From an optimization exercise on the open Yosys and OpenROAD flow, aimed at small area, a short achievable clock period and few clock cycles per item; shortcuts taken in it are not production practice. The RTL was checked by simulation tests, not by an equivalence proof against the original design.

$ cat design/flow/config.mk
export PLATFORM = sky130hd
export DESIGN_NAME = dc25_mixer
export DESIGN_NICKNAME = dc25_mixer
export VERILOG_FILES = /design/flow/design.v
export SDC_FILE = /design/flow/constraint.sdc
export NUM_CORES = 4
export LEC_CHECK = 0
export CAP_MARGIN = 20
export CORE_MARGIN = 2
export CORE_UTILIZATION = 40
export SLEW_MARGIN = 20
$ cat design/flow/constraint.sdc
create_clock -name core_clock -period 24.0 [get_ports {clk}]
set_input_delay 4.8000 -clock core_clock [delete_from_list [all_inputs] [get_ports {clk}]]
set_output_delay 4.8000 -clock core_clock [all_outputs]
set_load 0.01 [all_outputs]
$ cat design/flow/design.v
module fp_round #(
    parameter W = 28
) (
    input  wire              sign,
    input  wire signed [11:0] exp,
    input  wire [W-1:0]      man,
    output reg  [31:0]       res
);
    integer i;
    integer lz;
    integer e1;
    integer sh;
    integer efield;
    reg [W-1:0] norm;
    reg         sticky;
    reg [23:0]  mant;
    reg         guard;
    reg         rnd_bit;
    always @* begin
        lz = W;
        for (i = 0; i < W; i = i + 1)
            if (man[i]) lz = W - 1 - i;
        norm   = {W{1'b0}};
        sticky = 1'b0;
        efield = 0;
        e1     = exp - lz;
        if (e1 >= 1) begin
            norm   = man << lz;
            efield = e1;
        end else begin
            sh = exp - 1;
            if (sh >= 0) begin
                norm = man << sh;
            end else if (-sh >= W) begin
                norm   = {W{1'b0}};
                sticky = |man;
            end else begin
                norm   = man >> (-sh);
                sticky = |(man & ~({W{1'b1}} << (-sh)));
            end
            efield = 0;
        end
        mant    = norm[W-1 -: 24];
        guard   = norm[W-25];
        sticky  = sticky | (|norm[W-26:0]);
        rnd_bit = guard & (sticky | mant[0]);
        if (man == {W{1'b0}})
            res = {sign, 31'b0};
        else if (efield >= 255)
            res = {sign, 8'hff, 23'b0};
        else
            res = {sign, {efield[7:0], mant[22:0]} + {30'b0, rnd_bit}};
    end
endmodule
module fp_mul (
    input  wire [31:0] a,
    input  wire [31:0] b,
    output reg  [31:0] y
);
    wire       sa = a[31];
    wire       sb = b[31];
    wire [7:0] ea = a[30:23];
    wire [7:0] eb = b[30:23];
    wire [22:0] fa = a[22:0];
    wire [22:0] fb = b[22:0];
    wire a_nan  = (ea == 8'hff) && (fa != 0);
    wire b_nan  = (eb == 8'hff) && (fb != 0);
    wire a_inf  = (ea == 8'hff) && (fa == 0);
    wire b_inf  = (eb == 8'hff) && (fb == 0);
    wire a_zero = (ea == 8'h00) && (fa == 0);
    wire b_zero = (eb == 8'h00) && (fb == 0);
    wire s      = sa ^ sb;
    wire [23:0] ma = {ea != 8'h00, fa};
    wire [23:0] mb = {eb != 8'h00, fb};
    wire [11:0] ea_eff = (ea == 8'h00) ? 12'd1 : {4'b0, ea};
    wire [11:0] eb_eff = (eb == 8'h00) ? 12'd1 : {4'b0, eb};
    wire [47:0] prod = ma * mb;
    wire signed [11:0] pexp = ea_eff + eb_eff - 12'd126;
    wire [31:0] rounded;
    fp_round #(.W(48)) u_round (
        .sign(s),
        .exp (pexp),
        .man (prod),
        .res (rounded)
    );
    always @* begin
        if (a_nan || b_nan || (a_inf && b_zero) || (b_inf && a_zero))
            y = 32'h7fc00000;
        else if (a_inf || b_inf)
            y = {s, 8'hff, 23'b0};
        else
            y = rounded;
    end
endmodule
module fp_add (
    input  wire [31:0] a,
    input  wire [31:0] b,
    output reg  [31:0] y
);
    wire a_nan = (a[30:23] == 8'hff) && (a[22:0] != 0);
    wire b_nan = (b[30:23] == 8'hff) && (b[22:0] != 0);
    wire a_inf = (a[30:23] == 8'hff) && (a[22:0] == 0);
    wire b_inf = (b[30:23] == 8'hff) && (b[22:0] == 0);
    wire        swap = b[30:0] > a[30:0];
    wire [31:0] x = swap ? b : a;
    wire [31:0] z = swap ? a : b;
    wire [23:0] mx = {x[30:23] != 8'h00, x[22:0]};
    wire [23:0] mz = {z[30:23] != 8'h00, z[22:0]};
    wire [7:0]  ex = (x[30:23] == 8'h00) ? 8'd1 : x[30:23];
    wire [7:0]  ez = (z[30:23] == 8'h00) ? 8'd1 : z[30:23];
    wire [7:0]  d  = ex - ez;
    reg  [26:0] mz_sh;
    reg  [27:0] sum;
    reg         rsign;
    always @* begin
        if (d >= 8'd27)
            mz_sh = {26'b0, |mz};
        else
            mz_sh = ({mz, 3'b0} >> d) | {26'b0, |({mz, 3'b0} & ~({27{1'b1}} << d))};
        if (x[31] == z[31])
            sum = {1'b0, mx, 3'b0} + {1'b0, mz_sh};
        else
            sum = {1'b0, mx, 3'b0} - {1'b0, mz_sh};
        rsign = (sum == 28'b0) ? (a[31] & b[31]) : x[31];
    end
    wire signed [11:0] rexp = {4'b0, ex} + 12'sd1;
    wire [31:0] rounded;
    fp_round #(.W(28)) u_round (
        .sign(rsign),
        .exp (rexp),
        .man (sum),
        .res (rounded)
    );
    always @* begin
        if (a_nan || b_nan || (a_inf && b_inf && (a[31] != b[31])))
            y = 32'h7fc00000;
        else if (a_inf)
            y = a;
        else if (b_inf)
            y = b;
        else
            y = rounded;
    end
endmodule
module fp_div (
    input  wire        clk,
    input  wire        rst,
    input  wire        start,
    input  wire [31:0] a,
    input  wire [31:0] b,
    output reg         done,
    output reg  [31:0] y
);
    localparam S_IDLE = 2'd0, S_ITER = 2'd1, S_ROUND = 2'd2;
    reg  [1:0]  state;
    reg  [4:0]  count;
    reg  [25:0] rem;
    reg  [23:0] divisor;
    reg  [26:0] quot;
    reg         qsign;
    reg signed [11:0] qexp;
    wire a_nan  = (a[30:23] == 8'hff) && (a[22:0] != 0);
    wire b_nan  = (b[30:23] == 8'hff) && (b[22:0] != 0);
    wire a_inf  = (a[30:23] == 8'hff) && (a[22:0] == 0);
    wire b_inf  = (b[30:23] == 8'hff) && (b[22:0] == 0);
    wire a_zero = (a[30:0] == 31'b0);
    wire b_zero = (b[30:0] == 31'b0);
    wire s      = a[31] ^ b[31];
    reg [23:0] ma, mb;
    reg signed [11:0] ea, eb;
    integer i, lza, lzb;
    always @* begin
        ma = {a[30:23] != 8'h00, a[22:0]};
        mb = {b[30:23] != 8'h00, b[22:0]};
        lza = 0;
        lzb = 0;
        for (i = 0; i < 24; i = i + 1) begin
            if (ma[i]) lza = 23 - i;
            if (mb[i]) lzb = 23 - i;
        end
        ea = ((a[30:23] == 8'h00) ? 12'sd1 : $signed({4'b0, a[30:23]})) - lza;
        eb = ((b[30:23] == 8'h00) ? 12'sd1 : $signed({4'b0, b[30:23]})) - lzb;
        ma = ma << lza;
        mb = mb << lzb;
    end
    wire [25:0] diff  = rem - {2'b0, divisor};
    wire        q_bit = (rem >= {2'b0, divisor});
    wire [31:0] rounded;
    fp_round #(.W(28)) u_round (
        .sign(qsign),
        .exp (qexp),
        .man ({quot, rem != 26'b0}),
        .res (rounded)
    );
    always @(posedge clk) begin
        if (rst) begin
            state <= S_IDLE;
            done  <= 1'b0;
        end else begin
            done <= 1'b0;
            case (state)
                S_IDLE: if (start) begin
                    if (a_nan || b_nan || (a_inf && b_inf) || (a_zero && b_zero)) begin
                        y    <= 32'h7fc00000;
                        done <= 1'b1;
                    end else if (a_inf || b_zero) begin
                        y    <= {s, 8'hff, 23'b0};
                        done <= 1'b1;
                    end else if (a_zero || b_inf) begin
                        y    <= {s, 31'b0};
                        done <= 1'b1;
                    end else begin
                        rem     <= {2'b0, ma};
                        divisor <= mb;
                        quot    <= 27'b0;
                        qsign   <= s;
                        qexp    <= ea - eb + 12'sd127;
                        count   <= 5'd0;
                        state   <= S_ITER;
                    end
                end
                S_ITER: begin
                    quot <= {quot[25:0], q_bit};
                    rem  <= (q_bit ? diff : rem) << 1;
                    count <= count + 5'd1;
                    if (count == 5'd26) state <= S_ROUND;
                end
                S_ROUND: begin
                    y     <= rounded;
                    done  <= 1'b1;
                    state <= S_IDLE;
                end
                default: state <= S_IDLE;
            endcase
        end
    end
endmodule
module dc25_mixer (
    input  wire         clk,
    input  wire         rst,
    input  wire         start,
    input  wire [255:0] y,        
    input  wire [255:0] level,    
    input  wire [15:0]  route,    
    input  wire [31:0]  in_l,
    input  wire [31:0]  in_r,
    input  wire [31:0]  mix,
    output reg          done,
    output reg  [31:0]  out_l,
    output reg  [31:0]  out_r,
    output wire         nonfin
);
    localparam [31:0] ONE  = 32'h3f800000;
    localparam [31:0] HALF = 32'h3f000000;
    localparam [4:0] S_IDLE  = 5'd0,
                     S_MUL   = 5'd1,
                     S_HALF  = 5'd2,
                     S_ADDL  = 5'd3,
                     S_ADDR  = 5'd4,
                     S_DIVL  = 5'd5,
                     S_WAITL = 5'd6,
                     S_DIVR  = 5'd7,
                     S_WAITR = 5'd8,
                     S_SUB   = 5'd9,
                     S_PL    = 5'd10,
                     S_QL    = 5'd11,
                     S_OL    = 5'd12,
                     S_PR    = 5'd13,
                     S_QR    = 5'd14,
                     S_OR    = 5'd15;
    reg [4:0]  state;
    reg [2:0]  line;
    reg [31:0] c;         
    reg [31:0] sum_l, sum_r;
    reg [3:0]  k_l, k_r;
    reg [31:0] wet_l, wet_r;
    reg [31:0] dry_w;     
    reg [31:0] p;         
    reg [31:0] q;         
    wire [31:0] y_d     = y[line*32 +: 32];
    wire [31:0] level_d = level[line*32 +: 32];
    wire [1:0]  route_d = route[line*2 +: 2];
    wire        active  = !level_d[31] && (level_d[30:0] != 31'b0) &&
                          !((level_d[30:23] == 8'hff) && (level_d[22:0] != 23'b0));
    reg  [31:0] mul_a, mul_b;
    wire [31:0] mul_y;
    fp_mul u_mul (.a(mul_a), .b(mul_b), .y(mul_y));
    always @* begin
        case (state)
            S_HALF:  begin mul_a = c;     mul_b = HALF;  end
            S_PL:    begin mul_a = in_l;  mul_b = dry_w; end
            S_QL:    begin mul_a = wet_l; mul_b = mix;   end
            S_PR:    begin mul_a = in_r;  mul_b = dry_w; end
            S_QR:    begin mul_a = wet_r; mul_b = mix;   end
            default: begin mul_a = y_d;   mul_b = level_d; end
        endcase
    end
    reg  [31:0] add_a, add_b;
    wire [31:0] add_y;
    fp_add u_add (.a(add_a), .b(add_b), .y(add_y));
    always @* begin
        case (state)
            S_ADDR:  begin add_a = sum_r; add_b = c; end
            S_SUB:   begin add_a = ONE;   add_b = {~mix[31], mix[30:0]}; end
            S_OL,
            S_OR:    begin add_a = p;     add_b = q; end
            default: begin add_a = sum_l; add_b = c; end
        endcase
    end
    reg         div_start;
    reg  [31:0] div_a, div_b;
    wire        div_done;
    wire [31:0] div_y;
    fp_div u_div (
        .clk  (clk),
        .rst  (rst),
        .start(div_start),
        .a    (div_a),
        .b    (div_b),
        .done (div_done),
        .y    (div_y)
    );
    function [31:0] count_to_f32;
        input [3:0] k;
        case (k)
            4'd1:    count_to_f32 = 32'h3f800000;
            4'd2:    count_to_f32 = 32'h40000000;
            4'd3:    count_to_f32 = 32'h40400000;
            4'd4:    count_to_f32 = 32'h40800000;
            4'd5:    count_to_f32 = 32'h40a00000;
            4'd6:    count_to_f32 = 32'h40c00000;
            4'd7:    count_to_f32 = 32'h40e00000;
            default: count_to_f32 = 32'h41000000;
        endcase
    endfunction
    always @* begin
        div_start = 1'b0;
        div_a     = sum_l;
        div_b     = count_to_f32(k_l);
        if (state == S_DIVL && k_l != 4'd0)
            div_start = 1'b1;
        if (state == S_DIVR) begin
            div_a = sum_r;
            div_b = count_to_f32(k_r);
            if (k_r != 4'd0)
                div_start = 1'b1;
        end
    end
    assign nonfin = (out_l[30:23] == 8'hff) || (out_r[30:23] == 8'hff);
    always @(posedge clk) begin
        if (rst) begin
            state <= S_IDLE;
            done  <= 1'b0;
            out_l <= 32'b0;
            out_r <= 32'b0;
        end else begin
            done <= 1'b0;
            case (state)
                S_IDLE: if (start) begin
                    line  <= 3'd0;
                    sum_l <= 32'b0;
                    sum_r <= 32'b0;
                    k_l   <= 4'd0;
                    k_r   <= 4'd0;
                    state <= S_MUL;
                end
                S_MUL: begin
                    c <= mul_y;
                    if (!active) begin
                        line <= line + 3'd1;
                        if (line == 3'd7) state <= S_DIVL;
                    end else if (route_d == 2'd2)
                        state <= S_HALF;
                    else if (route_d == 2'd1)
                        state <= S_ADDR;
                    else
                        state <= S_ADDL;
                end
                S_HALF: begin
                    c     <= mul_y;
                    state <= S_ADDL;
                end
                S_ADDL: begin
                    sum_l <= add_y;
                    k_l   <= k_l + 4'd1;
                    if (route_d == 2'd2)
                        state <= S_ADDR;
                    else begin
                        line  <= line + 3'd1;
                        state <= (line == 3'd7) ? S_DIVL : S_MUL;
                    end
                end
                S_ADDR: begin
                    sum_r <= add_y;
                    k_r   <= k_r + 4'd1;
                    line  <= line + 3'd1;
                    state <= (line == 3'd7) ? S_DIVL : S_MUL;
                end
                S_DIVL: begin
                    wet_l <= 32'b0;
                    state <= (k_l != 4'd0) ? S_WAITL : S_DIVR;
                end
                S_WAITL: if (div_done) begin
                    wet_l <= div_y;
                    state <= S_DIVR;
                end
                S_DIVR: begin
                    wet_r <= 32'b0;
                    state <= (k_r != 4'd0) ? S_WAITR : S_SUB;
                end
                S_WAITR: if (div_done) begin
                    wet_r <= div_y;
                    state <= S_SUB;
                end
                S_SUB: begin
                    dry_w <= add_y;
                    state <= S_PL;
                end
                S_PL: begin
                    p     <= mul_y;
                    state <= S_QL;
                end
                S_QL: begin
                    q     <= mul_y;
                    state <= S_OL;
                end
                S_OL: begin
                    out_l <= add_y;
                    state <= S_PR;
                end
                S_PR: begin
                    p     <= mul_y;
                    state <= S_QR;
                end
                S_QR: begin
                    q     <= mul_y;
                    state <= S_OR;
                end
                S_OR: begin
                    out_r <= add_y;
                    done  <= 1'b1;
                    state <= S_IDLE;
                end
                default: state <= S_IDLE;
            endcase
        end
    end
endmodule
$ cat design/flow/run.sh
#!/bin/bash
# synth_recipe.tcl (not shown) runs the flow's synth.tcl, then flattens the netlist and writes it again
# the make line also repeats each setting of config.mk as NAME=value (left out here)
make -C /OpenROAD-flow-scripts/flow DESIGN_CONFIG=/design/flow/config.mk WORK_HOME=/design/flow/orfs CLKGATE_MAP_FILE= SYNTH_SCRIPT=/design/flow/synth_recipe.tcl finish
==> impl_results.md <==
* Top cells by area, synth: edfxtp_1, fa_1, nor2_1, ha_1, mux4_2
* Cts repair resizes at 0
* Final Cycle Share at 0.968
* Register area share after synthesis at 0.162
* Initial cell density of the core at 0.403
* Row count at 161
* Setup TNS at 0 ns
* EDFF count, synth at 373
* Final hold slack at 0.460 ns
* Area grow syn2layout at 19.7%
* Antenna violations before repair at 118
* Vias in the first global route at 84900
* Crit-path slowest cell: nor3b_2
* Post-Route Utilization at 0.483
* Clock tree buffer depth at 3
* Via Count at 91000
* Nets at 12100
* CP endpoint kind: flop
* F_max at 0.0430 GHz
* H-tree depth at 2
* Reg2reg setup slack at 3.30 ns
* Top_reg_cell synth: edfxtp_1
* CP max FO at 25
* Yosys cell types at 136
* Post-detailed-route count of antenna-violating nets at 0
* CTS tree: done
* Clock-pin slew on the worst setup and hold paths at 0.07 ns
* CTS buffer count at 47
* WS Path Type: in -> reg
* Core Box Area at 193000 um^2
* RSZ-0062 raised after global routing: no
* Async set-reset flop share out of synthesis at 0
* Worst Setup Start Kind: input port
* Worst path max stage delay at 0.91 ns
* Final setup fails at 0
* Clk root buf: clkbuf_16
* Global-route wire length before repair at 683 mm
* Number of synthesized register bits at 445
* Worst setup margin at 0.764 ns
* Vias/cell at 6.84
* Ys Warns at 6
* Worst hold path class: reg -> reg
* Clk_skew at 0.0482 ns
* Number of max-cap violations at 0
* Detailed Place HPWL at 407 mm
* Die Y at 445 um
* Max-slew headroom at 0.0951
* Critical path data arrival time at 23.58 ns
* Status: complete, no violations
* Latest clock arrival within the worst-skew pair at 0.68 ns
* TritonCTS Sinks at 445
* Initial DRC count at 15900
* Post-layout minimum cycle time at 23.24 ns
* Top cell by count, worst path: fa_1
* Die Footprint at 198000 um^2
* Hold Vio Cnt, Final at 0
* GRT Total Usage at 0.488
* Hold-fix buffers, CTS at 0
* Share of cells above drive strength 1 at 0.122
* Post-Syn Area per Cell at 7.81 um^2
* FILL cells at 18800
* GP Congestion at 1.17
* Yosys top cell by area: edfxtp_1
* Worst EP required at 24.34 ns
* Synth top area share at 0.144
* Grt ovf at 0
* Die W at 445 um
* Setup bufs post-CTS at 0
* Max Slew Vio Count at 0
* DR pass1 iterations at 12
* Synth Cell Area at 77800 um^2
* # DRC at 0
* Setup Slack @ Placement at 0.778 ns
* Wire length per cell at 37.5 um
* PortBufs at 692
* Largest net degree at the start of global routing at 90
* Top Ports at 693
* Final WL at 498 mm
* Mapped Cells at 9958
* Least-Margin Pin Slew at 1.35 ns
## synth_stat cells, types with 125 or more instances
cell	number
nand3_1	220
inv_1	732
fa_1	496
edfxtp_1	373
xnor2_1	149
o21ai_0	546
a211oi_1	152
nor2_1	1334
mux2i_1	282
mux4_2	171
nand2b_1	125
ha_1	359
o211ai_1	133
clkbuf_1	610
nand2_1	963
nor3_1	259
a21oi_1	659
## flip-flops by register name, indices dropped and copies added (netlist names), 3 cells and up
name and count:
wet_l 32, u_div.quot 27, wet_r 32, line 3, k_l 4, u_div.count 5
u_div.y 32, u_div.rem 26, dry_w 32, u_div.qexp 12, sum_l 32, sum_r 32
out_r 32, state 4, out_l 32, q 32, c 32, p 32
k_r 4, u_div.divisor 3
## metrics by stage
stage	cells	area, um^2
6_report	13300	93200
2_1_floorplan	9960	77800
5_1_grt	13300	93000
3_5_place_dp	13100	91100
3_3_place_gp	13100	91100
4_1_cts	13200	92800
## placed cells by master (no fill, tap or decap), types with 88 or more instances in the layout
cell / instances
nand2b_1: 125
mux4_2: 171
a211oi_1: 150
buf_4: 627
o211ai_1: 133
nand4_1: 103
o21ai_0: 544
mux2i_1: 278
and3_1: 104
diode_2: 130
nor2_1: 1320
or2_2: 102
nor3_1: 254
a22oi_1: 93
edfxtp_1: 373
fa_1: 496
a21o_1: 116
ha_1: 355
a31oi_1: 111
and2_1: 123
inv_1: 732
clkdlybuf4s50_1: 691
o22ai_1: 88
nand3_1: 220
xnor2_1: 125
a21oi_1: 645
nand2_1: 961
## layout make-up
class / instances / area, um^2 / share of cell area
Timing Repair Buffer: 1344 / 12100 / 0.130
Multi-Input combinational cell: 8027 / 60500 / 0.649
Inverter: 745 / 2800 / 0.0300
Tap cell: 2526 / 3160 / 0.0339
Clock buffer: 57 / 1370 / 0.0147
Clock inverter: 30 / 259 / 0.00278
Sequential cell: 445 / 12600 / 0.136
Antenna cell: 130 / 325 / 0.00349
## metal layers
layer,up-vias,global-route usage,share of wire
met2,7252,0.664,0.39
met3,1630,0.211,0.15
li1,37400,-,-
met4,56,0.359,0.092
met1,44700,0.607,0.37
met5,-,0,0.0016
## path summary, 6_finish.rpt
path / start / to / depth (start not counted)
worst min-delay path: out_r[21] / out_r[21] / 2
worst max register to register: line[0] / c[2] / 60
worst max-delay path: level[202] / c[2] / 59
worst min register to register: out_r[21] / out_r[21] / 2
## cells by family (layout without fill, tap and decap cells)
group,after synthesis,after routing,synth area share
multiplexers,521,521,0.0956
XOR/XNOR,245,245,0.0282
AO/OA/AOI/OAI,2707,2707,0.234
other,2,134,0.0000965
AND/OR/NAND/NOR,3694,3694,0.221
flip-flops,445,445,0.162
adder cells (fa/ha/maj),856,856,0.185
buffers and inverters,1488,2176,0.0732
## worst max-delay path: cells and delay by family
kind / cells / cell delay, ns
AOI/OAI and AO/OA: 17 / 5.53
adders and majority gates: 11 / 4.69
buffers and inverters: 10 / 1.77
muxes: 2 / 1.47
and+or+nand+nor: 19 / 5.27
Testbench counts, summed over its fixed seeds: cycles 701,078, frames 8,000.

[static timing again, ports no longer ideal]
Ports are ideal in the flow. The routed layout listed here was re-timed in OpenROAD. Step 1: set_driving_cell puts a clkbuf_16 on clk and a buf_2 on each other input, an assumption about the parent block. Step 2 adds t to the input delays and takes it off the output delays; t is the mean of the earliest and latest rising clock arrival at the registers after step 1. Input paths then give back, and output paths get back, about the clock's delay inside the block. Slacks: ideal ports / drivers / drivers and shift; pairs: ideal ports / drivers.
shift t [ns]: 0.733
setup slack, ns: 0.764 / 0.809 / 0.076
pins driven straight from the clock port: 1
After both steps this run still meets setup and hold. The setup slack of this run moves by +0.045 ns with the drivers and by -0.688 ns with both steps.
